Context: an optimization exercise on an open-source flow, tuned for small area, a short achievable clock period and few clock cycles per item. The choices shown serve that exercise and are no tape-out recipe.
Only simulation tests tie the RTL to the original design; equivalence was not proved.
Power is estimated from default activity; no workload was simulated.

[config.mk]
export PLATFORM = sky130hd
export DESIGN_NAME = bodega_tx
export DESIGN_NICKNAME = bodega_tx
export VERILOG_FILES = /design/flow/design.v
export SDC_FILE = /design/flow/constraint.sdc
export NUM_CORES = 4
export LEC_CHECK = 0
export ABC_CLOCK_PERIOD_IN_PS = 7000
export CAP_MARGIN = 20
export CORE_MARGIN = 2
export CORE_UTILIZATION = 40
export SETUP_SLACK_MARGIN = 5
export SLEW_MARGIN = 20
[constraint.sdc]
create_clock -name core_clock -period 12.0 [get_ports {clk}]
set_input_delay 2.4000 -clock core_clock [delete_from_list [all_inputs] [get_ports {clk}]]
set_output_delay 2.4000 -clock core_clock [all_outputs]
set_load 0.01 [all_outputs]
[design.v]
module bodega_tx (
    input  wire        clk,
    input  wire        rst,
    input  wire        req_valid,
    input  wire [31:0] req_word,
    output wire        req_ready,
    input  wire [11:0] rd_addr,
    output reg  [15:0] rd_data
);
    localparam [3:0] OP_BIND = 4'h7, OP_QUERY = 4'h8, OP_TARGET = 4'h9,
                     OP_SETP = 4'hA, OP_SET = 4'hB;
    function [7:0] clamp8;
        input [15:0] x;
        reg       inc;
        reg [7:0] s;
        begin
            inc = x[3] & (~x[15] | (|x[2:0]));
            s   = x[11:4] + {7'd0, inc};
            if (x[15])
                clamp8 = (x[14:11] != 4'hF) ? 8'h80 : s;
            else
                clamp8 = ((x[14:11] != 4'h0) || s[7]) ? 8'h7F : s;
        end
    endfunction
    reg [6:0]  p0;
    reg [15:0] p [1:15];
    reg        tx_err, bad_op;
    reg [12:0] tx_ck;              
    reg        k_bq, k_tgt, k_set, k_dual, lenok;
    reg        s_lock;             
    reg        s_power, s_run, s_unitf;
    reg [1:0]  s_bsaver;
    reg [7:0]  s_c1, s_c2, s_c3, s_c4, s_c5, s_c6, s_c7, s_c8, s_c9,
               s_c10, s_c11, s_c12, s_c13, s_c14, s_c15;    
    assign req_ready = 1'b1;
    wire       accept = req_valid;
    wire [3:0] op     = req_word[31:28];
    wire       is_set = accept && op == OP_SET;
    wire       set_ok = is_set && p0[4:3] != 2'd3;
    wire       is_tgt = accept && op == OP_TARGET;
    wire       is_bq  = accept && (op == OP_BIND || op == OP_QUERY);
    wire       build  = set_ok || is_tgt || is_bq;
    wire        is_setp = accept && op == OP_SETP;
    wire [15:0] wdata   = rst ? 16'd0 : req_word[15:0];
    integer j;
    always @(posedge clk) begin
        if (rst || (is_setp && req_word[19:16] == 4'd0))
            p0 <= wdata[6:0];
        for (j = 1; j < 16; j = j + 1)
            if (rst || (is_setp && req_word[19:16] == j))
                p[j] <= wdata;
    end
    always @(posedge clk) begin
        if (rst) begin
            tx_err <= 1'b0;
            bad_op <= 1'b0;
            k_bq   <= 1'b0;
            k_tgt  <= 1'b0;
            k_set  <= 1'b0;
            lenok  <= 1'b0;
        end else if (accept) begin
            bad_op <= (op >= 4'hC);
            if (build) begin
                k_bq   <= is_bq;
                k_tgt  <= is_tgt;
                k_set  <= set_ok;
                lenok  <= 1'b1;
                tx_err <= 1'b0;
            end else if (is_set) begin
                lenok  <= 1'b0;
                tx_err <= 1'b1;
            end
        end
    end
    wire [7:0] cl1 = clamp8(p[1]),   cl2 = clamp8(p[2]),   cl3 = clamp8(p[3]),
               cl4 = clamp8(p[4]),   cl5 = p[5][7:0],      cl6 = clamp8(p[6]),
               cl7 = clamp8(p[7]),   cl8 = clamp8(p[8]),   cl9 = clamp8(p[9]),
               cl10 = clamp8(p[10]), cl11 = clamp8(p[11]), cl12 = clamp8(p[12]),
               cl13 = clamp8(p[13]), cl14 = clamp8(p[14]), cl15 = clamp8(p[15]);
    wire       op_tgt = op == OP_TARGET;
    wire       op_bq  = op == OP_BIND || op == OP_QUERY;
    wire       lock_d = op_tgt ? req_word[16] : op_bq ? op[3] : p0[0];
    wire [7:0] req_c  = clamp8(req_word[15:0]);
    reg  [11:0] sum_s;
    reg  [10:0] sum_d;
    wire [3:0]  idx = req_word[19:16];
    reg  [7:0]  old_c;
    always @(*) begin
        case (idx)
        4'd1:  old_c = cl1;
        4'd2:  old_c = cl2;
        4'd3:  old_c = cl3;
        4'd4:  old_c = cl4;
        4'd5:  old_c = cl5;
        4'd6:  old_c = cl6;
        4'd7:  old_c = cl7;
        4'd8:  old_c = cl8;
        4'd9:  old_c = cl9;
        4'd10: old_c = cl10;
        4'd11: old_c = cl11;
        4'd12: old_c = cl12;
        4'd13: old_c = cl13;
        4'd14: old_c = cl14;
        4'd15: old_c = cl15;
        default: old_c = 8'd0;
        endcase
    end
    wire [7:0]  new_c  = (idx == 4'd5) ? req_word[7:0] : req_c;
    wire        grp_d  = idx >= 4'd10;
    wire [11:0] sum_x  = grp_d ? {1'b0, sum_d} : sum_s;
    wire [11:0] sum_n  = sum_x + {4'd0, new_c} - {4'd0, old_c};
    always @(posedge clk) begin
        if (rst || (is_setp && idx != 4'd0 && !grp_d))
            sum_s <= rst ? 12'd0 : sum_n;
        if (rst || (is_setp && grp_d))
            sum_d <= rst ? 11'd0 : sum_n[10:0];
    end
    wire [12:0] set_ck = (p0[6] ? 13'h21A : 13'h20F) + p0[0] + p0[1] + p0[2] + p0[4:3] + p0[5]
                       + sum_s + (p0[6] ? sum_d : 11'd0);
    wire [12:0] tgt_ck = 13'h205 + {12'd0, req_word[16]} + {5'd0, req_c};
    wire [12:0] ck_next = op_tgt ? tgt_ck : op_bq ? {3'd0, op[3], {9{~op[3]}}} : set_ck;
    always @(posedge clk) begin
        if (rst || build)
            tx_ck <= rst ? 13'd0 : ck_next;
    end
    always @(posedge clk) begin
        if (is_tgt || is_bq || set_ok)
            s_lock <= lock_d;
        if (is_tgt || set_ok)
            s_c1 <= op_tgt ? req_c : cl1;
        if (set_ok) begin
            k_dual   <= p0[6];
            s_power  <= p0[1];
            s_run    <= p0[2];
            s_bsaver <= p0[4:3];
            s_unitf  <= p0[5];
            s_c2  <= cl2;
            s_c3  <= cl3;
            s_c4  <= cl4;
            s_c5  <= cl5;
            s_c6  <= cl6;
            s_c7  <= cl7;
            s_c8  <= cl8;
            s_c9  <= cl9;
            s_c10 <= cl10;
            s_c11 <= cl11;
            s_c12 <= cl12;
            s_c13 <= cl13;
            s_c14 <= cl14;
            s_c15 <= cl15;
        end
    end
    wire [15:0] ck = {3'd0, tx_ck};
    reg [4:0] len5;
    always @(*) begin
        if (!lenok)      len5 = 5'd0;
        else if (k_bq)   len5 = 5'd6;
        else if (k_tgt)  len5 = 5'd7;
        else if (k_dual) len5 = 5'd31;
        else             len5 = 5'd20;
    end
    wire [4:0] b = rd_addr[4:0];
    reg  [7:0] byte_at;
    always @(*) begin
        case (b)
        5'd0, 5'd1: byte_at = 8'hFE;
        5'd2:  byte_at = k_bq ? 8'h03 : k_tgt ? 8'h04 : k_dual ? 8'h1C : 8'h11;
        5'd3:  byte_at = k_set ? 8'h02 : k_tgt ? {6'd1, s_lock, ~s_lock} : {7'd0, s_lock};
        5'd4:  byte_at = k_bq ? ck[15:8] : k_tgt ? s_c1 : {7'd0, s_lock};
        5'd5:  byte_at = k_bq ? ck[7:0] : k_tgt ? ck[15:8] : {7'd0, s_power};
        5'd6:  byte_at = k_tgt ? ck[7:0] : {7'd0, s_run};
        5'd7:  byte_at = {6'd0, s_bsaver};
        5'd8:  byte_at = s_c1;
        5'd9:  byte_at = s_c2;
        5'd10: byte_at = s_c3;
        5'd11: byte_at = s_c4;
        5'd12: byte_at = s_c5;
        5'd13: byte_at = {7'd0, s_unitf};
        5'd14: byte_at = s_c6;
        5'd15: byte_at = s_c7;
        5'd16: byte_at = s_c8;
        5'd17: byte_at = s_c9;
        5'd18: byte_at = k_dual ? s_c10 : ck[15:8];
        5'd19: byte_at = k_dual ? 8'h00 : ck[7:0];
        5'd21: byte_at = s_c11;
        5'd22: byte_at = s_c12;
        5'd23: byte_at = s_c13;
        5'd24: byte_at = s_c14;
        5'd25: byte_at = s_c15;
        5'd29: byte_at = ck[15:8];
        5'd30: byte_at = ck[7:0];
        default: byte_at = 8'h00;
        endcase
    end
    always @(*) begin
        rd_data = 16'd0;
        if (rd_addr[11:9] == 3'b100) begin
            if (rd_addr[8:5] == 4'd0 && b < len5)
                rd_data = {8'd0, byte_at};
        end else if (rd_addr[11:4] == 8'h02) begin
            rd_data = (rd_addr[3:0] == 4'd0) ? {9'd0, p0} : p[rd_addr[3:0]];
        end else begin
            case (rd_addr)
            12'h000: rd_data = {6'd0, bad_op, tx_err, 1'b0, tx_err, 6'd0};
            12'h003: rd_data = {11'd0, len5};
            12'h005: rd_data = ck;
            default: rd_data = 16'd0;
            endcase
        end
    end
endmodule
[run.sh]
#!/bin/bash
# synth_recipe.tcl (not shown) runs the flow's synth.tcl, then flattens the netlist and writes it again
# the make line also repeats each setting of config.mk as NAME=value (left out here)
make -C /OpenROAD-flow-scripts/flow DESIGN_CONFIG=/design/flow/config.mk WORK_HOME=/design/flow/orfs CLKGATE_MAP_FILE= SYNTH_SCRIPT=/design/flow/synth_recipe.tcl finish
==> out/qor.csv, run 1 <==
metric;value;unit
via/cell ratio;6.64;
post-synthesis sequential area ratio;55.5;%
CP Launch Type;primary input;
share of cells above drive strength 1;15.5;%
Seq cells post-synth;416;
setup_tns;0;ns
Clock Pin Slew Worst Setup and Hold Paths;0.06;ns
largest net degree at the start of global routing;70;
Via Count;18884;
Synth Area in Adders;6.35;%
fin crit share;60.2;%
Rows;86;
DRC viols;0;
final setup margin;4.78;ns
synthesized instance count;1922;
f_max;138;MHz
syn_area_per_cell;11.7;sq um
worst endpoint required time;9.60;ns
total gr overflow;0;
pre-CTS WS;2.80;ns
Final Setup Violations;0;
GP Congestion;1.02;
Area Growth Syn to Fin;21.0;%
DR iter-0 viols;3055;
largest family of logic cells by synthesized area;compound AO/OA/AOI/OAI gates;
total global routing track utilization;35.3;%
Clock Skew;0.0126;ns
die span in x;241;um
CTS tree;done;
Top Ports;64;
Worst Setup End Kind;primary output;
Peak VDD IR;0.118;mV
min cycle time layout;7.22;ns
ys async rst share;0;%
post-synthesis mux area share;1.06;%
RSZ-0062 raised after global routing;yes;
Layout Nets;2215;
clk buf depth;3;
critical path fanouts, max;11;
Synth warnings;18;
dpl hpwl;73.7;mm
H-tree depth;2;
initial antenna violation count;0;
Wirelength per Cell;36.7;um
Least-Margin Pin Slew;1.23;ns
die area;57900;sq um
largest cells by area after synthesis;edfxtp_1 (55%), ha_1 (4.9%), a22oi_1 (4.3%);
ys flop type;edfxtp_1;
Placeable Area;55200;sq um
Worst EP arrival;4.82;ns
DP Area;23900;sq um
vias in the first global route;17330;
Yosys top cell by area;edfxtp_1;
Finished Cell Area;27100;sq um
first-pass GRT wire length;139;mm
Post-synth EDFFs;410;
CTS buffer count;46;
Initial Util;40.6;%
port bufs;54;
final hold slack;0.474;ns
Netlist Area Pre-Place;22400;sq um
post-synthesis xor/xnor area fraction;3.91;%
Fin. Hold Viols;0;
syn nets;2073;
P_leak;9.68;nW
max-cap viol count;0;
Synth top area share;55.0;%
CTS Sinks;416;
Pwr Density;178;nW/um^2
Worst Setup Path Type;in -> out;
Pre-Repair DR Iteration Count;7;
slew margin rel.;17.1;%
Skew-Pair Late Insertion Delay;0.60;ns
simple-gate portion of the synthesized area;13.0;%
CTS root buffer;clkbuf_16;
Die Height;241;um
post-synthesis compound-gate area fraction;17.4;%
hold crit path type;reg -> reg;
status;timing/DRC/antenna clean;
antenna viol nets, final;0;
wirelength, routed;104;mm
synth unique cells;78;
Max Slew Vio Count;0;
state kept, by name, indices dropped and copies added, names as in the netlist, 11 cells and up:
| register | count |
|---|---|
| p | 240 |
| sum_d | 11 |
| tx_ck | 13 |
| sum_s | 12 |
layer usage:
layer  share of wire, %  up-vias  track usage (%)
li1                   -     7841                -
met1                 39     9479             47.9
met2                 43     1286             52.1
met3                 12      278             9.42
met4                5.7        0             17.7
met5                  0        -                0
layout by cell type, fill, tap and decap left out, types with 9 or more instances in the layout:
master	n
edfxtp_1	410
nand2_1	147
nor2_1	120
a22oi_1	117
a21oi_1	99
o21ai_0	97
ha_1	88
buf_4	80
nand3_1	79
inv_1	64
clkbuf_16	52
xor2_1	51
xnor2_1	49
nand4_1	43
a21o_1	33
clkdlybuf4s50_1	29
and2_1	24
nor3_1	22
buf_12	22
and3_1	21
a221oi_1	20
a222oi_1	20
nor2b_1	19
nor4_1	18
fa_1	16
o41a_1	15
a22o_1	15
mux2i_1	12
clkbuf_1	11
a22oi_2	10
nand2b_1	9
mux2_2	9
a31oi_1	9
path summary, 6_finish.rpt:
check / startpoint / cells past startpoint / slack (ns) / end
setup / recovery: rd_addr[6] / 9 / 4.78 / rd_data[7]
hold / removal: tx_err / 2 / 0.47 / tx_err
setup reg to reg: p[6][15] / 20 / 5.75 / sum_d[10]
hold reg to reg: tx_err / 2 / 0.47 / tx_err
stage by stage:
step | power [mW] | std cells | util, %
after floorplan | 2.83 | 1922 | -
after global placement | 3.30 | 2686 | 43.4
after detailed placement | 3.32 | 2686 | 43.4
after CTS | 4.78 | 2817 | 48.2
after global routing | 5.01 | 2844 | 49.1
final | 4.84 | 2846 | 49.1
logic make-up (layout without fill, tap and decap cells):
family | Yosys count | in the layout
adders and majority gates | 104 | 104
DFF | 416 | 416
other | 1 | 3
muxes | 22 | 22
AOI/OAI and AO/OA | 552 | 552
xor gates and xnor gates | 100 | 100
buffers and inverters | 151 | 322
and+or+nand+nor | 576 | 579
cell type report:
class                      instances  area (sq um)
antenna                            2          5.00
clock buffer                      60          1240
clock inverter                    20           213
fill                            4930         28100
inverter                          66           254
multi-input combinational       1358          9990
sequential                       416         12400
tap                              748           936
timing repair buffer             176          2030
power by group:
part / switching, mW / internal [mW] / leakage [nW] / total (mW)
combinational: 0.884 / 0.584 / 5.07 / 1.47
clock: 0.610 / 0.815 / 0.712 / 1.43
sequential: 0.149 / 1.79 / 3.90 / 1.94
total: 1.64 / 3.19 / 9.68 / 4.84
synth_stat cells (9+ instances only):
library cell / instances
nand2b_1: 9
xnor2_1: 49
nand3_1: 80
and4_1: 9
a32oi_1: 9
a222oi_1: 20
a21o_1: 33
and3_1: 23
a21oi_1: 110
a22o_1: 16
clkbuf_1: 54
nor4_1: 19
o21ai_0: 102
nor2_1: 128
xor2_1: 51
buf_2: 25
nand4_1: 43
nand2_1: 151
nor3_1: 27
ha_1: 88
o41a_1: 15
and2_1: 24
mux2_2: 9
fa_1: 16
mux2i_1: 12
a22oi_1: 127
a221oi_1: 24
edfxtp_1: 410
inv_1: 66
a31oi_1: 10
nor2b_1: 26
o31ai_1: 10
worst max-delay path, cell delays in order:
cell and delay [ns]:
clkdlybuf4s50_1 0.40, or4_4 0.56, nor2_1 0.11, nand3_1 0.13, buf_12 0.19, nor2_4 0.14, o221ai_4 0.18, nand3_1 0.15
clkdlybuf4s50_1 0.54
timing repair:
action / in CTS / in global routing
hold buffers: 0 / 0
resized for setup: 179 / 63
buffers inserted: 37 / 23
pin swaps: 32 / 27
gates cloned: 14 / 4
endpoints found under the setup margin: 23 / 20
Testbench counts, summed over its fixed seeds: cycles 3,588, frames 918.
==> run 2: changes to the inputs <==
--- a/config.mk
+++ b/config.mk
@@ -6,5 +6,4 @@
 export NUM_CORES = 4
 export LEC_CHECK = 0
-export ABC_CLOCK_PERIOD_IN_PS = 7000
 export CAP_MARGIN = 20
 export CORE_MARGIN = 2
==> run 2 against run 1 <==
  * Final cell count stayed put
  * Still clean
  * Non-clock buffer count is the same
  * Combinational power barely moved
  * Global-route usage stayed put
  * Wire length is the same
  * Flip-flop and latch count stayed put
  * Total power stayed put
  * Design area unchanged
  * Clock skew stayed put
  * Highest routed layer unchanged
  * Clock power about the same
==> out/qor.csv, run 2 <==
metric;value;unit
Wirelength per Cell;36.7;um
fin util;49.1;%
critical path cell sequence;clkdlybuf4s50_1, or4_4, nor2_1, nand3_1, buf_12, nor2_4, o221ai_4, nand3_1, clkdlybuf4s50_1;
Via Count;18884;
ys async rst share;0;%
critical path fanouts, max;11;
max-cap viol count;0;
dpl hpwl;73.7;mm
wirelength, routed;104;mm
CTS root buffer;clkbuf_16;
max reg flops;240;
Worst Setup End Kind;primary output;
Final Setup Violations;0;
Netlist Area Pre-Place;22400;sq um
syn_area_per_cell;11.7;sq um
Post-synth EDFFs;410;
Least-Margin Pin Slew;1.23;ns
DR iter-0 viols;3055;
share of cells above drive strength 1;15.5;%
slew margin rel.;17.1;%
placed insts;2686;
fin crit share;60.2;%
synthesized instance count;1922;
Rows;86;
Combinational Power Share;30.3;%
final non-filler cell total;2846;
Clock power frac;29.5;%
Fin. Hold Viols;0;
commonest non-fill, non-tap cell in the layout;edfxtp_1;
total gr overflow;0;
highest-count cells in the layout ignoring fill and taps;edfxtp_1 (410), nand2_1 (147), nor2_1 (120);
Int Pwr;3.19;mW
Placeable Area;55200;sq um
R2R Setup Slk;5.75;ns
initial antenna violation count;0;
Hold Path Stages;2;
Max Slew Vio Count;0;
setup_tns;0;ns
CP peak stage delay;0.56;ns
biggest regs;p: 240 flops, tx_ck: 13 flops, sum_s: 12 flops;
vias in the first global route;17330;
antenna viol nets, final;0;
simple-gate portion of the synthesized area;13.0;%
CP Launch Type;primary input;
Worst Setup Path Type;in -> out;
slowest CP cell;or4_4;
Pwr Density;178;nW/um^2
Reg2Reg Depth;20;
CTS Sinks;416;
cts hold-fix bufs;0;
post-synthesis xor/xnor area fraction;3.91;%
die span in x;241;um
die area;57900;sq um
clk buf depth;3;
CTS tree;done;
Switching Fraction;34.0;%
f_max;138;MHz
final hold slack;0.474;ns
worst endpoint required time;9.60;ns
Flop pwr share;40.2;%
largest net degree at the start of global routing;70;
min cycle time layout;7.22;ns
top-count cell post-synth;edfxtp_1;
Peak VDD IR;0.118;mV
P_leak;9.68;nW
synth unique cells;78;
largest cells by area after synthesis;edfxtp_1 (55%), ha_1 (4.9%), a22oi_1 (4.3%);
DRC viols;0;
Seq. cell area;12400;sq um
Filler Cell Count;4930;
Die Height;241;um
Area Growth Syn to Fin;21.0;%
H-tree depth;2;
post-synthesis sequential area ratio;55.5;%
FF-to-FF End;sum_d[10];
Initial Util;40.6;%
RSZ-0062 raised after global routing;yes;
Skew-Pair Late Insertion Delay;0.60;ns
hold endpoint;tx_err;
Worst EP arrival;4.82;ns
Worst Min Path Start;tx_err;
Yosys top cell by area;edfxtp_1;
Synth warnings;18;
port bufs;54;
hold crit path type;reg -> reg;
Synth Area in Adders;6.35;%
total global routing track utilization;35.3;%
Clock Skew;0.0126;ns
footprint of the multi-input gates;9990;sq um
Synth top area share;55.0;%
first-pass GRT wire length;139;mm
syn nets;2073;
FF-to-FF Start;p[6][15];
status;timing/DRC/antenna clean;
CTS buffer count;46;
Layout Nets;2215;
Pre-Repair DR Iteration Count;7;
Tot Pwr;4.84;mW
post-synthesis mux area share;1.06;%
Clock Pin Slew Worst Setup and Hold Paths;0.06;ns
Post-synth top cells;edfxtp_1 (410), nand2_1 (151), nor2_1 (128), a22oi_1 (127), a21oi_1 (110);
ys flop type;edfxtp_1;
via/cell ratio;6.64;
largest family of logic cells by synthesized area;compound AO/OA/AOI/OAI gates;
Top Ports;64;
NetSw;1.64;mW
most flop-heavy register;p;
post-synthesis compound-gate area fraction;17.4;%
Seq cells post-synth;416;
GP Congestion;1.02;
[run 2: worst max-delay path by stage]
stage               startpoint           to  slack [ns]  cells after the start
global route        rd_addr[6]   rd_data[7]        4.69                      9
floorplan           rd_addr[3]   rd_data[1]        5.60                      9
detailed placement  rd_addr[1]   rd_data[6]        2.80                      9
CTS                 rd_addr[6]  rd_data[15]        4.77                      9
finish              rd_addr[6]   rd_data[7]        4.78                      9
global placement    rd_addr[1]   rd_data[6]        2.90                      8
[run 2: stage by stage]
step | setup WS [ns] | area, sq um
floorplan | 5.60 | 22400
global placement | 2.90 | 23900
detailed placement | 2.80 | 23900
CTS | 4.77 | 26600
global route | 4.69 | 27100
finish | 4.78 | 27100
[run 2: cell type report]
class / instances / share of cell area [%]
Sequential cell: 416 / 45.9
Multi-Input combinational cell: 1358 / 36.9
Timing Repair Buffer: 176 / 7.50
Clock buffer: 60 / 4.59
Tap cell: 748 / 3.45
Inverter: 66 / 0.937
Clock inverter: 20 / 0.785
Antenna cell: 2 / 0.0185
[run 2: power by group through the flow]
stage	Combinational [mW]	Sequential, mW	Clock, mW
after floorplan	0.944	1.89	0
after global placement	1.34	1.96	0
after detailed placement	1.35	1.96	0
after CTS	1.41	1.94	1.43
after global routing	1.58	1.95	1.47
final	1.47	1.94	1.43
[run 2: cell families (layout without fill, tap and decap cells)]
| kind of cell | count (synthesis) | count (layout) |
|---|---|---|
| compound gates | 552 | 552 |
| xor+xnor | 100 | 100 |
| fa+ha+maj | 104 | 104 |
| buf+inv | 151 | 322 |
| flops | 416 | 416 |
| mux | 22 | 22 |
| other cells | 1 | 3 |
| simple gates | 576 | 579 |
[run 2: worst max-delay path, delay by kind of cell]
family                 cells  cell delay, ns
and+or+nand+nor            5            1.09
buffers and inverters      3            1.13
AOI/OAI and AO/OA          1            0.18
[run 2: layer usage]
metal	vias to the layer above	part of all wire, %	global-route usage (%)
li1	7841	-	-
met1	9479	39	47.9
met2	1286	43	52.1
met3	278	12	9.42
met4	0	5.7	17.7
met5	-	0	0
[run 2: what timing repair did]
| item | 4_1_cts | 5_1_grt |
|---|---|---|
| cloned | 14 | 4 |
| buffers inserted | 37 | 23 |
| setup endpoints to repair | 23 | 20 |
| pin swaps | 32 | 27 |
| gates resized for setup | 179 | 63 |
==> run 3: changes to the inputs <==
==> flow/run.sh (new file) <==
#!/bin/bash
# Own layout flow: the standard flow (standard.sh) with two changes,
#  - the port buffers are plain buf_2 cells (the default choice here is a
#    delay cell, clkdlybuf4s50_1, that timing repair cannot resize away),
#  - clock tree synthesis inserts no dummy loads.
# Synthesis is the standard one, run unchanged. Each step's full output
# goes to a log file in the work folder.
set -euo pipefail
bash standard.sh synth > flow_synth.log 2>&1
bash standard.sh \
  "BUFFER_PORTS_ARGS=-buffer_cell sky130_fd_sc_hd__buf_2" \
  "CTS_ARGS=-sink_clustering_enable -repair_clock_nets -dont_use_dummy_load" \
  finish > flow_layout.log 2>&1
==> standard.sh (new file) <==
#!/bin/bash
# synth_recipe.tcl (not shown) runs the flow's synth.tcl, then flattens the netlist and writes it again
# the make line also repeats each setting of config.mk as NAME=value (left out here)
make -C /OpenROAD-flow-scripts/flow DESIGN_CONFIG=/design/flow/config.mk WORK_HOME=/design/flow/orfs CLKGATE_MAP_FILE= SYNTH_SCRIPT=/design/flow/synth_recipe.tcl "${@:-finish}"
removed: run.sh
==> run 3 against run 2 <==
  * Largest power group unchanged
  * Largest cell class unchanged
  * Die area unchanged
  * Highest routed layer is now met5
  * Global-route usage decreased by 2.8 points
  * Core utilization decreased by 3.2 points
  * Clock skew is 0.081 ns higher
  * Setup slack improved by 0.21 ns
==> out/qor.csv, run 3 <==
metric;value;unit
status;timing/DRC/antenna clean;
FF-to-FF End;sum_s[11];
largest family of logic cells by synthesized area;compound AO/OA/AOI/OAI gates;
ys async rst share;0;%
initial antenna violation count;4;
Max Slew Vio Count;0;
Hold Path Stages;2;
DRC viols;0;
CP delay by family, top;compound AO/OA/AOI/OAI gates;
biggest regs;p: 240 flops, tx_ck: 13 flops, sum_s: 12 flops;
Final Setup Violations;0;
hold crit path type;reg -> reg;
Worst Setup Path Type;in -> out;
Placeable Area;55200;sq um
Reg2Reg Depth;20;
post-synthesis xor/xnor area fraction;3.91;%
fin crit share;58.5;%
P_leak;8.90;nW
Skew-Pair Late Insertion Delay;0.61;ns
Layout Nets;2150;
largest cells by area after synthesis;edfxtp_1 (55%), ha_1 (4.9%), a22oi_1 (4.3%);
highest-count cells in the layout ignoring fill and taps;edfxtp_1 (410), nand2_1 (150), a22oi_1 (124);
Switching Fraction;33.7;%
Int Pwr;3.02;mW
FF-to-FF Start;p[15][15];
port bufs;54;
Filler Cell Count;5029;
Post-synth top cells;edfxtp_1 (410), nand2_1 (151), nor2_1 (128), a22oi_1 (127), a21oi_1 (110);
CTS tree;done;
min cycle time layout;7.01;ns
Yosys top cell by area;edfxtp_1;
RSZ-0062 raised after global routing;yes;
GP Congestion;1.03;
f_max;143;MHz
Least-Margin Pin Slew;1.24;ns
Die Height;241;um
die span in x;241;um
total gr overflow;0;
dpl hpwl;72.3;mm
DR iter-0 viols;3037;
total global routing track utilization;32.5;%
pre-CTS WS;3.92;ns
post-synthesis compound-gate area fraction;17.4;%
Worst Min Path Start;tx_err;
Pwr Density;179;nW/um^2
first-pass GRT wire length;130;mm
commonest non-fill, non-tap cell in the layout;edfxtp_1;
Crit. Startpoint;rd_addr[2];
vias in the first global route;16826;
NetSw;1.53;mW
hold endpoint;tx_err;
Bufs and invs on worst path;3;
post-synthesis mux area share;1.06;%
CTS Sinks;416;
antenna viol nets, final;0;
share of cells above drive strength 1;12.0;%
Synth warnings;18;
slowest CP cell;a22oi_1;
final setup margin;4.99;ns
cts hold-fix bufs;0;
max-cap viol count;0;
CP peak stage delay;0.44;ns
CTS root buffer;clkbuf_16;
post-synthesis sequential area ratio;55.5;%
wirelength, routed;95.9;mm
die area;57900;sq um
CTS buffer count;46;
most flop-heavy register;p;
simple-gate portion of the synthesized area;13.0;%
Pre-Repair DR Iteration Count;8;
largest net degree at the start of global routing;74;
Synth top area share;55.0;%
Top Ports;64;
R2R Setup Slk;5.73;ns
Peak VDD IR;0.125;mV
Clock power frac;26.4;%
Flop pwr share;42.7;%
Clock Pin Slew Worst Setup and Hold Paths;0.06;ns
syn_area_per_cell;11.7;sq um
slew margin rel.;16.3;%
Rows;86;
Worst EP arrival;4.61;ns
Fin. Hold Viols;0;
Combinational Power Share;30.9;%
ys flop type;edfxtp_1;
Synth Area in Adders;6.35;%
H-tree depth;2;
Area Growth Syn to Fin;13.3;%
synth unique cells;78;
Initial Util;40.6;%
Via Count;18339;
Seq cells post-synth;416;
Worst Setup End Kind;primary output;
Clock Skew;0.0938;ns
Post-synth EDFFs;410;
via/cell ratio;6.67;
syn nets;2073;
critical path cell sequence;buf_16, and4b_1, buf_4, a22oi_1, nand4_1, o221ai_1, nand3_1, buf_2;
CP Launch Type;primary input;
critical path fanouts, max;25;
worst endpoint required time;9.60;ns
Netlist Area Pre-Place;22400;sq um
Wirelength per Cell;34.9;um
clk buf depth;3;
top-count cell post-synth;edfxtp_1;
synthesized instance count;1922;
setup_tns;0;ns
max reg flops;240;
==> run 3: cell type report <==
type | instances | area [sq um] | share of cell area, %
inverters | 66 | 254 | 1.00
diodes | 4 | 10.0 | 0.0395
multi-input cells | 1355 | 9670 | 38.1
well taps | 748 | 936 | 3.69
clock buffers | 46 | 1150 | 4.54
repair buffers | 114 | 912 | 3.60
flip-flops and latches | 416 | 12400 | 49.0
==> run 3: per-layer routing <==
layer	vias to the layer above	share of wire [%]	GRT usage [%]
met2	1251	43	49.2
met1	9195	40	44.8
met5	-	0.011	0
li1	7661	-	-
met3	230	11	7.79
met4	2	5.0	13.6
==> run 3: worst max path at each step <==
| stage | endpoint | cells past startpoint |
|---|---|---|
| 2_1_floorplan | rd_data[1] | 9 |
| 3_3_place_gp | rd_data[7] | 10 |
| 3_5_place_dp | rd_data[7] | 10 |
| 4_1_cts | rd_data[3] | 10 |
| 5_1_grt | rd_data[4] | 10 |
| 6_report | rd_data[7] | 8 |
==> run 3: repair_timing <==
| item | CTS | global route |
|---|---|---|
| gates cloned | 0 | 3 |
| buffers inserted | 14 | 3 |
| pin swaps | 8 | 6 |
| endpoints found under the setup margin | 16 | 16 |
| endpoints found under the hold margin | 0 | 0 |
| resized for setup | 49 | 29 |
==> run 3: cells by family after synthesis <==
kind of cell	count (synthesis)
buffers and inverters	151
adders and majority gates	104
AOI/OAI and AO/OA	552
muxes	22
other	1
DFF	416
xor gates and xnor gates	100
and+or+nand+nor	576
==> run 3: tightest hold or removal path, delay by kind of cell, from the launching register on <==
family	cells	cell delay [ns]
flip-flops	1	0.32
buffers and inverters	1	0.05
AO/OA/AOI/OAI	1	0.05
==> run 3: metrics by stage <==
| step | hold slack (ns) | total power [mW] | area [sq um] | utilization (%) | std cells |
|---|---|---|---|---|---|
| 3_5_place_dp | 0.455 | 3.30 | 23600 | 42.8 | 2679 |
| 3_3_place_gp | 0.452 | 3.27 | 23600 | 42.8 | 2679 |
| 5_1_grt | 0.481 | 4.74 | 25400 | 45.9 | 2746 |
| 6_report | 0.474 | 4.55 | 25400 | 46.0 | 2749 |
| 4_1_cts | 0.465 | 4.51 | 25100 | 45.5 | 2739 |
| 2_1_floorplan | 0.438 | 2.83 | 22400 | - | 1922 |
==> run 3: power by group through the flow <==
stage,clock [mW],combinational [mW],sequential [mW]
finish,1.20,1.40,1.94
global route,1.26,1.53,1.95
CTS,1.21,1.36,1.94
detailed placement,0,1.34,1.96
global placement,0,1.31,1.96
floorplan,0,0.944,1.89
==> run 4: changes to the inputs <==
--- a/flow/run.sh
+++ b/flow/run.sh
@@ -11,3 +11,3 @@
   "BUFFER_PORTS_ARGS=-buffer_cell sky130_fd_sc_hd__buf_2" \
   "CTS_ARGS=-sink_clustering_enable -repair_clock_nets -dont_use_dummy_load" \
-  finish > flow_layout.log 2>&1
+  "SETUP_SLACK_MARGIN=6" finish > flow_layout.log 2>&1
==> run 4 against run 3 <==
  * Design area rose by 8.2%
  * Count of clock-buffer cells in the layout rose by 1
  * Still clean on timing, DRC and antenna
  * Highest routed layer unchanged
  * Critical path depth rose by 2
  * Sequential power barely moved
==> out/qor.csv, run 4 <==
metric;value;unit
Worst Setup Path Type;in -> out;
Clock Skew;0.0723;ns
status;timing/DRC/antenna clean;
Die Height;241;um
synth unique cells;78;
Clock power frac;26.0;%
Filler Cell Count;4968;
CP Launch Type;primary input;
final setup margin;4.84;ns
Post-synth top cells;edfxtp_1 (410), nand2_1 (151), nor2_1 (128), a22oi_1 (127), a21oi_1 (110);
share of cells above drive strength 1;21.9;%
Least-Margin Pin Slew;1.19;ns
post-synthesis sequential area ratio;55.5;%
Fin. Hold Viols;0;
Clock Pin Slew Worst Setup and Hold Paths;0.05;ns
f_max;140;MHz
cts hold-fix bufs;0;
syn_area_per_cell;11.7;sq um
CTS tree;done;
Worst Setup End Kind;primary output;
Synth warnings;18;
max-cap viol count;0;
R2R Setup Slk;6.16;ns
total global routing track utilization;35.1;%
ys async rst share;0;%
P_leak;9.80;nW
Max Slew Vio Count;0;
Reg2Reg Depth;19;
port bufs;54;
Netlist Area Pre-Place;22400;sq um
via/cell ratio;6.58;
RSZ-0062 raised after global routing;yes;
ys flop type;edfxtp_1;
hold crit path type;reg -> reg;
fin crit share;59.6;%
die area;57900;sq um
Rows;86;
Peak VDD IR;0.116;mV
GP Congestion;1.02;
Switching Fraction;34.1;%
syn nets;2073;
Setup crit end;rd_data[2];
vias in the first global route;17114;
wirelength, routed;103;mm
worst endpoint required time;9.60;ns
max reg flops;240;
FF-to-FF End;sum_d[8];
largest cells by area after synthesis;edfxtp_1 (55%), ha_1 (4.9%), a22oi_1 (4.3%);
DP Area;23800;sq um
final non-filler cell total;2854;
Post-synth EDFFs;410;
Seq. cell area;12400;sq um
Yosys top cell by area;edfxtp_1;
Crit. Startpoint;rd_addr[0];
setup_tns;0;ns
CTS buffer count;47;
Initial Util;40.6;%
Layout Nets;2256;
Final Setup Violations;0;
H-tree depth;2;
critical path fanouts, max;8;
CTS root buffer;clkbuf_16;
initial antenna violation count;6;
commonest non-fill, non-tap cell in the layout;edfxtp_1;
DR iter-0 viols;2789;
die span in x;241;um
Flop pwr share;41.1;%
Wirelength per Cell;36.3;um
DRC viols;0;
Placeable Area;55200;sq um
Int Pwr;3.12;mW
slew margin rel.;19.8;%
Synth top area share;55.0;%
FF-to-FF Start;p[2][1];
footprint of the multi-input gates;10400;sq um
Seq cells post-synth;416;
biggest regs;p: 240 flops, tx_ck: 13 flops, sum_s: 12 flops;
placed insts;2687;
Via Count;18791;
synthesized instance count;1922;
NetSw;1.61;mW
min cycle time layout;7.16;ns
dpl hpwl;74.4;mm
Combinational Power Share;32.9;%
Area Growth Syn to Fin;22.5;%
pre-CTS WS;4.08;ns
antenna viol nets, final;0;
Skew-Pair Late Insertion Delay;0.61;ns
Pwr Density;173;nW/um^2
largest net degree at the start of global routing;81;
clk buf depth;3;
highest-count cells in the layout ignoring fill and taps;edfxtp_1 (410), nand2_1 (143), buf_4 (114);
total gr overflow;0;
first-pass GRT wire length;138;mm
Pre-Repair DR Iteration Count;8;
Top Ports;64;
Finished Cell Area;27400;sq um
most flop-heavy register;p;
CTS Sinks;416;
Worst EP arrival;4.76;ns
top-count cell post-synth;edfxtp_1;
## run 4: changes by cell type in the layout (fill, tap and decap cells not counted), sizes merged
cell / previous run / this run
diode: 4 / 3
bufbuf: 2 / 5
clkbuf: 47 / 49
buf: 111 / 212
## run 4: power groups by stage
stage	sequential, mW	combinational [mW]	clock (mW)
finish	1.95	1.56	1.23
global route	1.95	1.68	1.29
CTS	1.94	1.48	1.24
detailed placement	1.97	1.34	0
global placement	1.96	1.33	0
floorplan	1.89	0.949	0
## run 4: what timing repair did
item / in CTS / in global routing
pin swaps: 83 / 67
gates resized for setup: 220 / 78
buffers inserted: 80 / 25
cloned: 9 / 2
endpoints found under the setup margin: 35 / 25
## run 4: metal layers
layer  part of all wire [%]  routed length [um]  global-route usage, %
met3                     11               11100                   7.70
met5                  0.039                  40                      0
met1                     41               42100                   48.4
met4                    5.8                5960                   15.5
met2                     43               44300                   53.3
## run 4: cell type report
| type | count | share of cell area [%] |
|---|---|---|
| repair buffers | 219 | 8.17 |
| diodes | 3 | 0.0274 |
| inverters | 66 | 0.926 |
| clock buffers | 47 | 4.29 |
| flip-flops and latches | 416 | 45.3 |
| multi-input cells | 1355 | 37.9 |
| well taps | 748 | 3.41 |
## run 4: through the flow
stage	utilization [%]	power, mW	hold WS (ns)
2_1_floorplan	-	2.84	0.438
3_3_place_gp	43.1	3.29	0.460
3_5_place_dp	43.1	3.31	0.458
4_1_cts	48.6	4.65	0.471
5_1_grt	49.7	4.92	0.499
6_report	49.7	4.74	0.479
## run 4: how the worst min path moves through the flow
stage          cells after the start  slack, ns    from      to
3_3_place_gp                       2       0.46  tx_err  tx_err
2_1_floorplan                      2       0.44  tx_err  tx_err
6_report                           2       0.48  tx_err  tx_err
3_5_place_dp                       2       0.46  tx_err  tx_err
4_1_cts                            2       0.47  tx_err  tx_err
5_1_grt                            2       0.50  bad_op  bad_op
## run 4: worst max-delay path, cell delays in order
cell and delay [ns]:
buf_12 0.08, buf_12 0.13, and4bb_4 0.25, buf_12 0.14, a222oi_1 0.75, a31oi_4 0.29, a21oi_2 0.25, o22ai_2 0.12
a21o_1 0.21, buf_6 0.13
## run 4: logic make-up (layout without fill, tap and decap cells)
kind of cell	Yosys count	count (layout)	synth area share, %
AND/OR/NAND/NOR	576	576	13.0
flip-flops	416	416	55.5
buffers and inverters	151	332	2.75
other	1	4	0.0167
adder cells (fa/ha/maj)	104	104	6.35
XOR/XNOR	100	100	3.91
AO/OA/AOI/OAI	552	552	17.4
multiplexers	22	22	1.06
==> run 5: changes to the inputs <==
--- a/flow/run.sh
+++ b/flow/run.sh
@@ -10,4 +10,4 @@
 bash standard.sh \
   "BUFFER_PORTS_ARGS=-buffer_cell sky130_fd_sc_hd__buf_2" \
-  "CTS_ARGS=-sink_clustering_enable -repair_clock_nets -dont_use_dummy_load" \
-  "SETUP_SLACK_MARGIN=6" finish > flow_layout.log 2>&1
+  "CTS_ARGS=-sink_clustering_enable -repair_clock_nets -dont_use_dummy_load -sink_clustering_size 40 -sink_clustering_max_diameter 80" \
+   finish > flow_layout.log 2>&1
==> run 5 against run 4 <==
  * Total power shrank 12%
  * Global-route usage shrank 2.9 points
  * Hold slack gained 0.0053 ns
  * Via count shrank 3.9%
  * Fmax grew 1.6%
  * Critical endpoint is now rd_data[7]
  * Final cell count shrank 4.7%
==> out/qor.csv, run 5 <==
metric;value;unit
Int Pwr;2.72;mW
most flop-heavy register;p;
critical path fanouts, max;13;
Clock Pin Slew Worst Setup and Hold Paths;0.10;ns
Pre-Repair DR Iteration Count;6;
cts hold-fix bufs;0;
DP Area;23600;sq um
Layout Nets;2125;
Area Growth Syn to Fin;10.5;%
DRC viols;0;
total global routing track utilization;32.2;%
CTS tree;done;
initial antenna violation count;6;
hold crit path type;reg -> reg;
Worst EP arrival;4.64;ns
f_max;142;MHz
H-tree depth;1;
post-synthesis sequential area ratio;55.5;%
Combinational Power Share;33.3;%
CP Launch Type;primary input;
Synth warnings;18;
max reg flops;240;
worst endpoint required time;9.60;ns
syn_area_per_cell;11.7;sq um
NetSw;1.47;mW
Finished Cell Area;24700;sq um
Worst Setup Path Type;in -> out;
Crit. Startpoint;rd_addr[6];
CP delay by family, top;simple AND/OR/NAND/NOR gates;
Synth top area share;55.0;%
ys async rst share;0;%
Max Slew Vio Count;0;
Peak VDD IR;0.139;mV
Placeable Area;55200;sq um
Seq. cell area;12400;sq um
GP Congestion;1.03;
antenna viol nets, final;0;
top-count cell post-synth;edfxtp_1;
syn nets;2073;
synth unique cells;78;
Final Setup Violations;0;
share of cells above drive strength 1;10.7;%
clk buf depth;3;
Filler Cell Count;5080;
Post-synth EDFFs;410;
Netlist Area Pre-Place;22400;sq um
Seq cells post-synth;416;
slew margin rel.;13.4;%
fin crit share;58.7;%
Skew-Pair Late Insertion Delay;0.61;ns
P_leak;8.61;nW
Flop pwr share;46.3;%
max-cap viol count;0;
CTS Sinks;416;
setup_tns;0;ns
Top Ports;64;
synthesized instance count;1922;
wirelength, routed;94.7;mm
Initial Util;40.6;%
largest net degree at the start of global routing;74;
CP peak stage delay;0.56;ns
Wirelength per Cell;34.8;um
min cycle time layout;7.04;ns
biggest regs;p: 240 flops, tx_ck: 13 flops, sum_s: 12 flops;
CTS root buffer;clkbuf_16;
ys flop type;edfxtp_1;
Yosys top cell by area;edfxtp_1;
Switching Fraction;35.0;%
Post-synth top cells;edfxtp_1 (410), nand2_1 (151), nor2_1 (128), a22oi_1 (127), a21oi_1 (110);
Worst Min Path Start;tx_err;
Die Height;241;um
Pwr Density;169;nW/um^2
FF-to-FF Start;p[15][15];
slowest CP cell;or4_1;
final setup margin;4.96;ns
footprint of the multi-input gates;9630;sq um
RSZ-0062 raised after global routing;yes;
CTS buffer count;26;
Least-Margin Pin Slew;1.29;ns
highest-count cells in the layout ignoring fill and taps;edfxtp_1 (410), nand2_1 (151), a22oi_1 (126);
Clock power frac;20.4;%
first-pass GRT wire length;129;mm
dpl hpwl;72.3;mm
die span in x;241;um
Clock Skew;0.0834;ns
total gr overflow;0;
Worst Setup End Kind;primary output;
largest cells by area after synthesis;edfxtp_1 (55%), ha_1 (4.9%), a22oi_1 (4.3%);
die area;57900;sq um
commonest non-fill, non-tap cell in the layout;edfxtp_1;
Via Count;18051;
pre-CTS WS;3.92;ns
via/cell ratio;6.63;
status;timing/DRC/antenna clean;
Rows;86;
port bufs;54;
Bufs and invs on worst path;3;
vias in the first global route;16613;
Fin. Hold Viols;0;
DR iter-0 viols;3124;
critical path cell sequence;buf_2, or4_1, nor2_1, nand3_1, buf_4, nor2_2, o221ai_1, nand3_1, buf_2;
==> run 5: changes by cell type in the layout (fill, tap and decap cells not counted), sizes merged <==
cell and change:
buf -106, clkbuf -21, bufbuf -4, diode -2
==> run 5: cell families (layout without fill, tap and decap cells) <==
| family | Yosys count | count (layout) | synth area share [%] |
|---|---|---|---|
| xor+xnor | 100 | 100 | 3.91 |
| fa+ha+maj | 104 | 104 | 6.35 |
| flops | 416 | 416 | 55.5 |
| simple gates | 576 | 576 | 13.0 |
| compound gates | 552 | 552 | 17.4 |
| other cells | 1 | 2 | 0.0167 |
| mux | 22 | 22 | 1.06 |
| buf+inv | 151 | 201 | 2.75 |
==> run 5: area by class of cell <==
type | count | share of cell area, %
diodes | 1 | 0.0101
clock buffers | 26 | 2.63
inverters | 66 | 1.03
multi-input cells | 1355 | 38.9
flip-flops and latches | 416 | 50.2
well taps | 748 | 3.78
repair buffers | 109 | 3.40
==> run 5: worst paths after layout <==
path              slack (ns)    endpoint  depth (start not counted)
setup / recovery        4.96  rd_data[7]                          9
hold / removal          0.48      tx_err                          2
setup reg to reg        5.82   sum_s[11]                         20
hold reg to reg         0.48      tx_err                          2
==> run 5: worst reg2reg max path, delay by kind of cell, from the launching register on <==
| family | cells | cell delay (ns) |
|---|---|---|
| DFF | 1 | 0.59 |
| and+or+nand+nor | 7 | 1.63 |
| AOI/OAI and AO/OA | 7 | 2.09 |
| buffers and inverters | 2 | 0.26 |
| xor gates and xnor gates | 1 | 0.18 |
| adders and majority gates | 3 | 1.19 |
==> run 5: timing repair <==
action,4_1_cts,5_1_grt
buffers inserted,12,1
hold endpoints to repair,0,0
setup endpoints to repair,16,16
resized for setup,47,26
pin swaps,9,6
gates cloned,0,2
==> run 5: routing by layer <==
layer / track usage [%] / share of wire, % / up-vias
met5: 0 / 0.013 / -
met4: 12.6 / 4.9 / 2
met3: 6.76 / 11 / 209
met2: 49.2 / 44 / 1241
met1: 45.0 / 40 / 8992
li1: - / - / 7607
==> run 5: power by group through the flow <==
stage	logic [mW]	clock network, mW	registers (mW)
global route	1.53	0.905	1.95
finish	1.40	0.854	1.94
detailed placement	1.34	0	1.96
global placement	1.31	0	1.96
floorplan	0.944	0	1.89
CTS	1.36	0.857	1.93
==> run 5: through the flow <==
step           cells  hold WS [ns]  util, %  power, mW
2_1_floorplan   1922         0.438        -       2.83
3_3_place_gp    2679         0.452     42.8       3.27
3_5_place_dp    2679         0.455     42.8       3.30
4_1_cts         2717         0.472     44.5       4.15
5_1_grt         2721         0.489     44.8       4.38
6_report        2721         0.484     44.8       4.19
==> run 6: changes to the inputs <==
--- a/flow/run.sh
+++ b/flow/run.sh
@@ -10,4 +10,4 @@
 bash standard.sh \
   "BUFFER_PORTS_ARGS=-buffer_cell sky130_fd_sc_hd__buf_2" \
-  "CTS_ARGS=-sink_clustering_enable -repair_clock_nets -dont_use_dummy_load -sink_clustering_size 40 -sink_clustering_max_diameter 80" \
-   finish > flow_layout.log 2>&1
+  "CTS_ARGS=-sink_clustering_enable -repair_clock_nets -dont_use_dummy_load -sink_clustering_size 30 -sink_clustering_max_diameter 80" \
+  finish > flow_layout.log 2>&1
--- a/config.mk
+++ b/config.mk
@@ -9,4 +9,4 @@
 export CORE_MARGIN = 2
 export CORE_UTILIZATION = 40
-export SETUP_SLACK_MARGIN = 5
+export SETUP_SLACK_MARGIN = 4.7
 export SLEW_MARGIN = 20
==> run 6 against run 5 <==
  * Core utilization fell by 0.53 points
  * Critical path depth rose by 1
  * Die area did not move
  * Setup slack got worse by 0.28 ns
  * Flip-flop and latch count did not move
  * Clock power barely moved
  * Wire length fell by 1.3%
  * Register-to-register slack got worse by 0.31 ns
  * Final cell count fell by 0.33%
  * Critical path type unchanged
  * Largest cell class unchanged
  * Highest routed layer is now met4
==> out/qor.csv, run 6 <==
metric;value;unit
CP Launch Type;primary input;
Worst Setup Path Type;in -> out;
antenna cells;0;
via/cell ratio;6.60;
Filler Cell Count;5108;
CP peak stage delay;0.37;ns
Rows;86;
critical path cell sequence;buf_6, nor4b_2, buf_6, a22o_1, a221oi_1, and3_1, a31oi_1, a21oi_1, o221ai_1, buf_2;
post-synthesis sequential area ratio;55.5;%
final setup margin;4.68;ns
first-pass GRT wire length;129;mm
footprint of the multi-input gates;9530;sq um
Post-synth top cells;edfxtp_1 (410), nand2_1 (151), nor2_1 (128), a22oi_1 (127), a21oi_1 (110);
max reg flops;240;
most used cell, CP;buf_6;
DR iter-0 viols;2983;
Wirelength per Cell;34.5;um
largest net degree at the start of global routing;74;
clk buf depth;3;
critical path fanouts, max;29;
synth unique cells;78;
Peak VDD IR;0.140;mV
Netlist Area Pre-Place;22400;sq um
Yosys top cell by area;edfxtp_1;
Clock Skew;0.0681;ns
top-count cell post-synth;edfxtp_1;
Finished Cell Area;24500;sq um
Pwr Density;171;nW/um^2
most flop-heavy register;p;
port bufs;54;
syn_area_per_cell;11.7;sq um
Synth top area share;55.0;%
RSZ-0062 raised after global routing;no;
die span in x;241;um
ys async rst share;0;%
Seq. cell area;12400;sq um
f_max;137;MHz
share of cells above drive strength 1;9.47;%
Initial Util;40.6;%
die area;57900;sq um
Seq cells post-synth;416;
Worst Setup End Kind;primary output;
GP Congestion;1.03;
highest-count cells in the layout ignoring fill and taps;edfxtp_1 (410), nand2_1 (151), nor2_1 (127);
Area Growth Syn to Fin;9.18;%
Final Setup Violations;0;
Pre-Repair DR Iteration Count;9;
total global routing track utilization;32.1;%
status;timing/DRC/antenna clean;
biggest regs;p: 240 flops, tx_ck: 13 flops, sum_s: 12 flops;
total gr overflow;0;
setup_tns;0;ns
Layout Nets;2117;
Least-Margin Pin Slew;1.14;ns
Skew-Pair Late Insertion Delay;0.61;ns
Top Ports;64;
slew margin rel.;23.4;%
commonest non-fill, non-tap cell in the layout;edfxtp_1;
worst endpoint required time;9.60;ns
syn nets;2073;
Die Height;241;um
DP Area;23600;sq um
synthesized instance count;1922;
final hold slack;0.477;ns
wirelength, routed;93.5;mm
Synth warnings;18;
Fin. Hold Viols;0;
cts hold-fix bufs;0;
Via Count;17903;
P_leak;8.51;nW
antenna viol nets, final;0;
CTS Sinks;416;
Max Slew Vio Count;0;
Worst EP arrival;4.92;ns
largest cells by area after synthesis;edfxtp_1 (55%), ha_1 (4.9%), a22oi_1 (4.3%);
vias in the first global route;16507;
CTS buffer count;26;
hold crit path type;reg -> reg;
ys flop type;edfxtp_1;
Post-synth EDFFs;410;
dpl hpwl;72.3;mm
Placeable Area;55200;sq um
Clock Pin Slew Worst Setup and Hold Paths;0.10;ns
pre-CTS WS;3.92;ns
slowest CP cell;buf_6;
H-tree depth;1;
initial antenna violation count;4;
CTS tree;done;
min cycle time layout;7.32;ns
fin crit share;61.0;%
DRC viols;0;
CTS root buffer;clkbuf_16;
max-cap viol count;0;
[run 6: changes by cell type in the layout (fill, tap and decap cells not counted), sizes merged]
cell	change
diode	-1
buf	-5
clkinvlp	-1
inv	+1
clkbuf	-2
bufbuf	-1
[run 6: final cells by class]
class	instances	share of cell area, %
sequential	416	50.8
tap	748	3.83
multi-input combinational	1355	39.0
timing repair buffer	101	2.69
clock buffer	26	2.66
inverter	66	1.02
[run 6: logic make-up (layout without fill, tap and decap cells)]
logic type | count (synthesis) | count (layout) | share of synthesized area [%]
xor+xnor | 100 | 100 | 3.91
compound gates | 552 | 552 | 17.4
mux | 22 | 22 | 1.06
fa+ha+maj | 104 | 104 | 6.35
simple gates | 576 | 576 | 13.0
other cells | 1 | 1 | 0.0167
buf+inv | 151 | 193 | 2.75
flops | 416 | 416 | 55.5
[run 6: worst max-delay path: cells and delay by family]
family                 cells  cell delay, ns
AO/OA/AOI/OAI              5            1.03
buffers and inverters      3            0.84
AND/OR/NAND/NOR            2            0.59
[run 6: repair_timing]
action,CTS,global route
gates resized for setup,20,10
pin swaps,2,1
setup endpoints to repair,15,8
buffers inserted,3,4
[run 6: path summary, 6_finish.rpt]
path	slack, ns	start	cells past startpoint	endpoint
setup / recovery	4.68	rd_addr[3]	10	rd_data[6]
hold / removal	0.48	tx_err	2	tx_err
setup reg to reg	5.51	p[1][15]	21	sum_d[10]
hold reg to reg	0.48	tx_err	2	tx_err
[run 6: stage by stage]
stage / power, mW / cells / utilization, %
floorplan: 2.83 / 1922 / -
global placement: 3.27 / 2679 / 42.8
detailed placement: 3.30 / 2679 / 42.8
CTS: 4.14 / 2708 / 44.1
global route: 4.37 / 2712 / 44.3
finish: 4.18 / 2712 / 44.3
[run 6: where the power goes]
| group | switching, mW | internal (mW) |
|---|---|---|
| clock network | 0.473 | 0.383 |
| logic | 0.845 | 0.543 |
| registers | 0.146 | 1.79 |
[run 6: routing by layer]
layer	vias to the layer above	share of wire (%)	routed length (um)	GRT usage [%]
li1	7576	-	-	-
met1	8981	41	38400	44.5
met2	1162	44	40700	48.4
met3	184	10	9600	6.66
met4	0	5.1	4730	14.3
met5	-	0	0	0
==> run 7: changes to the inputs <==
--- a/config.mk
+++ b/config.mk
@@ -9,4 +9,4 @@
 export CORE_MARGIN = 2
 export CORE_UTILIZATION = 40
-export SETUP_SLACK_MARGIN = 4.7
+export SETUP_SLACK_MARGIN = 5
 export SLEW_MARGIN = 20
==> run 7 against run 6 <==
  * Still clean
  * Clock power barely moved
  * Highest routed layer is now met5
  * Count of clock-buffer cells in the layout did not move
  * Combinational power barely moved
  * Critical path depth did not move
  * Global-route usage rose by 0.15 points
==> out/qor.csv, run 7 <==
metric;value;unit
fin crit share;59.0;%
Pwr Density;170;nW/um^2
FF-to-FF Start;p[1][15];
most flop-heavy register;p;
clk buf depth;3;
Pre-Repair DR Iteration Count;9;
largest net degree at the start of global routing;74;
slowest CP cell;buf_6;
critical path fanouts, max;29;
share of cells above drive strength 1;10.7;%
CP peak stage delay;0.36;ns
f_max;141;MHz
Post-synth EDFFs;410;
Final Setup Violations;0;
DRC viols;0;
Top Ports;64;
post-synthesis sequential area ratio;55.5;%
worst endpoint required time;9.60;ns
min cycle time layout;7.08;ns
commonest non-fill, non-tap cell in the layout;edfxtp_1;
GP Congestion;1.03;
Worst Setup Path Type;in -> out;
Yosys top cell by area;edfxtp_1;
CTS tree;done;
Crit. Startpoint;rd_addr[1];
cts hold-fix bufs;0;
total global routing track utilization;32.2;%
Netlist Area Pre-Place;22400;sq um
Fin. Hold Viols;0;
synthesized instance count;1922;
Placeable Area;55200;sq um
H-tree depth;1;
Skew-Pair Late Insertion Delay;0.60;ns
P_leak;8.60;nW
Bufs and invs on worst path;3;
Rows;86;
Finished Cell Area;24700;sq um
setup_tns;0;ns
Clock Skew;0.0667;ns
slew margin rel.;16.2;%
initial antenna violation count;4;
wirelength, routed;94.6;mm
max-cap viol count;0;
total gr overflow;0;
CTS buffer count;26;
CP Launch Type;primary input;
syn_area_per_cell;11.7;sq um
Clock Pin Slew Worst Setup and Hold Paths;0.10;ns
Hold Path Stages;2;
FF-to-FF End;sum_d[10];
Layout Nets;2126;
status;timing/DRC/antenna clean;
synth unique cells;78;
Initial Util;40.6;%
Worst Setup End Kind;primary output;
RSZ-0062 raised after global routing;yes;
DP Area;23600;sq um
Wirelength per Cell;34.7;um
Worst Min Path Start;tx_err;
CTS root buffer;clkbuf_16;
Least-Margin Pin Slew;1.24;ns
Peak VDD IR;0.142;mV
biggest regs;p: 240 flops, tx_ck: 13 flops, sum_s: 12 flops;
Worst EP arrival;4.68;ns
syn nets;2073;
die area;57900;sq um
die span in x;241;um
highest-count cells in the layout ignoring fill and taps;edfxtp_1 (410), nand2_1 (151), a22oi_1 (125);
Synth warnings;18;
largest cells by area after synthesis;edfxtp_1 (55%), ha_1 (4.9%), a22oi_1 (4.3%);
Die Height;241;um
CP delay by family, top;compound AO/OA/AOI/OAI gates;
via/cell ratio;6.64;
Seq cells post-synth;416;
vias in the first global route;16621;
critical path depth;10;
DR iter-0 viols;3066;
ys flop type;edfxtp_1;
ys async rst share;0;%
CTS Sinks;416;
Setup crit end;rd_data[2];
dpl hpwl;72.3;mm
port bufs;54;
critical path cell sequence;buf_8, nor4b_2, buf_6, a22oi_1, and4_1, a31oi_2, a21oi_1, o22ai_1, a21o_1, buf_2;
Reg2Reg Depth;21;
Area Growth Syn to Fin;10.4;%
first-pass GRT wire length;129;mm
max reg flops;240;
Synth top area share;55.0;%
antenna viol nets, final;0;
R2R Setup Slk;5.78;ns
Post-synth top cells;edfxtp_1 (410), nand2_1 (151), nor2_1 (128), a22oi_1 (127), a21oi_1 (110);
top-count cell post-synth;edfxtp_1;
Max Slew Vio Count;0;
hold crit path type;reg -> reg;
Via Count;18096;
[run 7: cell counts after synthesis]
Identical to the previous run, type by type.
[run 7: report_power, final]
group          internal [mW]  switching (mW)  total (mW)  leakage [nW]
sequential              1.79           0.146        1.94          3.90
clock                  0.383           0.472       0.855         0.320
combinational          0.549           0.852        1.40          4.38
total                   2.72            1.47        4.19          8.60
[run 7: what timing repair did]
action / 4_1_cts / 5_1_grt
pin swaps: 9 / 7
buffers inserted: 12 / 2
resized for setup: 47 / 21
gates cloned: 0 / 2
setup endpoints to repair: 16 / 15
[run 7: cell families after synthesis]
group	synth area share, %
AND/OR/NAND/NOR	13.0
AO/OA/AOI/OAI	17.4
flip-flops	55.5
buffers and inverters	2.75
adder cells (fa/ha/maj)	6.35
XOR/XNOR	3.91
multiplexers	1.06
other	0.0167
[run 7: per-layer routing]
layer | global-route usage [%] | vias to the layer above | wire length [um]
met1 | 45.0 | 9080 | 39100
li1 | - | 7607 | -
met5 | 0 | - | 12
met2 | 49.1 | 1201 | 41100
met3 | 6.38 | 206 | 9860
met4 | 13.1 | 2 | 4560
[run 7: through the flow]
step	worst slack, ns	total power, mW	std cells	hold WS (ns)	utilization [%]
floorplan	5.60	2.83	1922	0.438	-
global placement	3.87	3.27	2679	0.452	42.8
detailed placement	3.92	3.30	2679	0.455	42.8
CTS	5.00	4.15	2717	0.472	44.5
global route	4.90	4.38	2722	0.489	44.8
finish	4.92	4.19	2725	0.477	44.8
[run 7: worst register-to-register path, delay by kind of cell, from the launching register on]
kind | cells | cell delay, ns
compound gates | 9 | 2.78
buf+inv | 2 | 0.12
fa+ha+maj | 4 | 1.34
xor+xnor | 1 | 0.16
flops | 1 | 0.63
simple gates | 5 | 0.92
[run 7: final cells by class]
class | count | area, sq um
antenna | 4 | 10.0
multi-input combinational | 1355 | 9620
inverter | 66 | 254
sequential | 416 | 12400
clock buffer | 26 | 651
fill | 5088 | 30500
timing repair buffer | 110 | 823
tap | 748 | 936
[run 7: worst min path at each step]
stage	to
floorplan	tx_err
global placement	tx_err
detailed placement	tx_err
CTS	tx_err
global route	tx_err
finish	tx_err
==> run 8: changes to the inputs <==
--- a/config.mk
+++ b/config.mk
@@ -8,5 +8,5 @@
 export CAP_MARGIN = 20
 export CORE_MARGIN = 2
-export CORE_UTILIZATION = 40
+export CORE_UTILIZATION = 60
 export SETUP_SLACK_MARGIN = 5
 export SLEW_MARGIN = 20
==> run 8 against run 7 <==
  * Still clean on timing, DRC and antenna
  * Design area decreased by 0.17%
  * Global-route usage is 14 points higher
  * Synthesized area is the same
  * Count of clock-buffer cells in the layout down 4
  * Critical path depth shrank 2
  * Via count increased by 4.7%
  * Wire length decreased by 1.8%
  * Register-to-register slack lost 0.18 ns
  * Fmax is 0.16% higher
  * Non-clock buffer count up 21
  * Clock power shrank 9.7%
  * Critical path type unchanged
  * Critical endpoint is now rd_data[10]
  * Largest cell class unchanged
==> out/qor.csv, run 8 <==
metric;value;unit
syn nets;2073;
DR iter-0 viols;4038;
syn_area_per_cell;11.7;sq um
Post-synth top cells;edfxtp_1 (410), nand2_1 (151), nor2_1 (128), a22oi_1 (127), a21oi_1 (110);
Die Height;197;um
most flop-heavy register;p;
Synth Area in Adders;6.35;%
max reg flops;240;
top-count cell post-synth;edfxtp_1;
Combinational Power Share;34.2;%
Rows;70;
CTS buffer count;22;
post-synthesis mux area share;1.06;%
total global routing track utilization;45.8;%
Netlist Area Pre-Place;22400;sq um
Peak VDD IR;0.141;mV
post-synthesis sequential area ratio;55.5;%
die span in x;197;um
largest family of logic cells by synthesized area;compound AO/OA/AOI/OAI gates;
Layout Nets;2146;
RSZ-0062 raised after global routing;yes;
Yosys top cell by area;edfxtp_1;
post-synthesis xor/xnor area fraction;3.91;%
post-synthesis compound-gate area fraction;17.4;%
largest cells by area after synthesis;edfxtp_1 (55%), ha_1 (4.9%), a22oi_1 (4.3%);
Int Pwr;2.68;mW
NetSw;1.44;mW
Placeable Area;36700;sq um
Pwr Density;167;nW/um^2
Synth warnings;18;
first-pass GRT wire length;123;mm
critical path fanouts, max;28;
min cycle time layout;7.07;ns
DP Area;23200;sq um
Wirelength per Cell;37.8;um
port bufs;54;
ys async rst share;0;%
Skew-Pair Late Insertion Delay;0.59;ns
max-cap viol count;0;
largest net degree at the start of global routing;80;
Top Ports;64;
total gr overflow;0;
CTS tree;done;
share of cells above drive strength 1;12.4;%
slew margin rel.;15.4;%
status;timing/DRC/antenna clean;
Initial Util;61.0;%
Area Growth Syn to Fin;10.2;%
Via Count;18952;
Synth top area share;55.0;%
Seq cells post-synth;416;
Least-Margin Pin Slew;1.26;ns
synth unique cells;78;
DRC viols;0;
biggest regs;p: 240 flops, tx_ck: 13 flops, sum_s: 12 flops;
setup_tns;0;ns
antenna cells;0;
hold crit path type;reg -> reg;
Clock Skew;0.0617;ns
Worst Setup End Kind;primary output;
Post-synth EDFFs;410;
CTS root buffer;clkbuf_16;
vias in the first global route;16733;
cts hold-fix bufs;0;
Fin. Hold Viols;0;
Clock Pin Slew Worst Setup and Hold Paths;0.09;ns
fin crit share;58.9;%
Final Setup Violations;0;
wirelength, routed;92.9;mm
initial antenna violation count;3;
Worst Setup Path Type;in -> out;
Max Slew Vio Count;0;
final hold slack;0.494;ns
H-tree depth;1;
P_leak;8.74;nW
die area;38900;sq um
Pre-Repair DR Iteration Count;10;
GP Congestion;1.09;
commonest non-fill, non-tap cell in the layout;edfxtp_1;
ys flop type;edfxtp_1;
Tot Pwr;4.12;mW
worst endpoint required time;9.60;ns
Worst EP arrival;4.67;ns
clk buf depth;3;
synthesized instance count;1922;
f_max;141;MHz
Clock power frac;18.7;%
CTS Sinks;416;
highest-count cells in the layout ignoring fill and taps;edfxtp_1 (410), nand2_1 (149), nor2_1 (122), a22oi_1 (122), a21oi_1 (105);
antenna viol nets, final;0;
simple-gate portion of the synthesized area;13.0;%
dpl hpwl;67.1;mm
Finished Cell Area;24700;sq um
Flop pwr share;47.1;%
Switching Fraction;35.0;%
CP Launch Type;primary input;
via/cell ratio;7.70;
==> run 8: cell counts after synthesis <==
Identical to the previous run, type by type.
==> run 8: layout make-up <==
class	count	area (sq um)
Clock buffer	22	551
Fill cell	2679	12000
Inverter	66	254
Multi-Input combinational cell	1358	9730
Sequential cell	416	12400
Tap cell	468	586
Timing Repair Buffer	131	1120
==> run 8: worst max-delay path, cell delays in order <==
cell,delay [ns]
buf_6,0.30
and4b_4,0.62
a22o_1,0.24
a221oi_1,0.07
nand3_1,0.11
nor2_1,0.09
o31ai_1,0.56
buf_2,0.25
==> run 8: power groups by stage <==
| stage | Sequential (mW) | Combinational [mW] | Clock [mW] |
|---|---|---|---|
| 2_1_floorplan | 1.89 | 0.944 | 0 |
| 3_3_place_gp | 1.95 | 1.25 | 0 |
| 3_5_place_dp | 1.96 | 1.31 | 0 |
| 4_1_cts | 1.93 | 1.33 | 0.761 |
| 5_1_grt | 1.94 | 1.51 | 0.811 |
| 6_report | 1.94 | 1.41 | 0.772 |
==> run 8: through the flow <==
step	cells	utilization [%]	worst slack, ns
2_1_floorplan	1922	-	5.60
3_3_place_gp	2398	63.3	4.29
3_5_place_dp	2398	63.4	4.28
4_1_cts	2430	65.5	4.88
5_1_grt	2461	67.3	4.95
6_report	2461	67.3	4.93
==> run 8: logic make-up after synthesis <==
kind of cell	count (synthesis)
mux	22
fa+ha+maj	104
other cells	1
buf+inv	151
flops	416
xor+xnor	100
simple gates	576
compound gates	552
==> run 8: layer usage <==
metal | track usage, % | part of all wire [%] | wire length [um]
met4 | 25.6 | 8.4 | 7780
met1 | 60.6 | 34 | 31900
met5 | 0 | 0.025 | 23
met3 | 14.5 | 16 | 14900
met2 | 67.2 | 41 | 38300
==> run 8: repair_timing <==
item | 4_1_cts | 5_1_grt
cloned | 1 | 8
endpoints found under the setup margin | 16 | 14
resized for setup | 38 | 72
buffers inserted | 9 | 21
pin swaps | 5 | 22
==> run 8: final timing paths <==
kind / startpoint / endpoint / slack [ns] / cells after the start
setup / recovery: rd_addr[2] / rd_data[10] / 4.93 / 8
hold reg to reg: bad_op / bad_op / 0.49 / 2
setup reg to reg: p[15][15] / sum_s[11] / 5.60 / 20
hold / removal: bad_op / bad_op / 0.49 / 2

==> static timing again, ports no longer ideal <==
No port has a modelled driver above. Below, the same layouts with a new extraction and two added sets of constraints.
Step 1 sets driving cells, clkbuf_16 on the clock port and buf_2 on the other inputs (assumed; they add their load-dependent delay and slew).
Step 2, shift: input delay + t, output delay - t, t = (earliest + latest rising clock arrival at the registers) / 2. This alone moves slack from input paths to output paths.
a / b / c = ideal ports / drivers / drivers and shift; a / b = the first two.
run	t (ns)	setup slack, ns	slew at the worst register clock pin (ns)	cell pins on the clock port's net
run 1	0.659	4.779 / 4.738 / 4.657	0.07 / 0.07	1
run 2	0.659	4.779 / 4.738 / 4.657	0.07 / 0.07	1
run 3	0.625	4.986 / 4.773 / 4.644	0.07 / 0.07	1
run 4	0.637	4.845 / 4.764 / 4.764	0.06 / 0.06	1
run 5	0.627	4.956 / 4.759 / 4.703	0.12 / 0.12	1
run 6	0.635	4.676 / 4.637 / 4.419	0.11 / 0.11	1
run 7	0.633	4.919 / 4.748 / 4.674	0.11 / 0.11	1
run 8	0.612	4.930 / 4.886 / 4.649	0.11 / 0.11	1
After both steps every run listed still meets setup and hold. The setup slack of run 3, which loses most, moves by -0.213 ns with the drivers and by -0.342 ns with both steps.
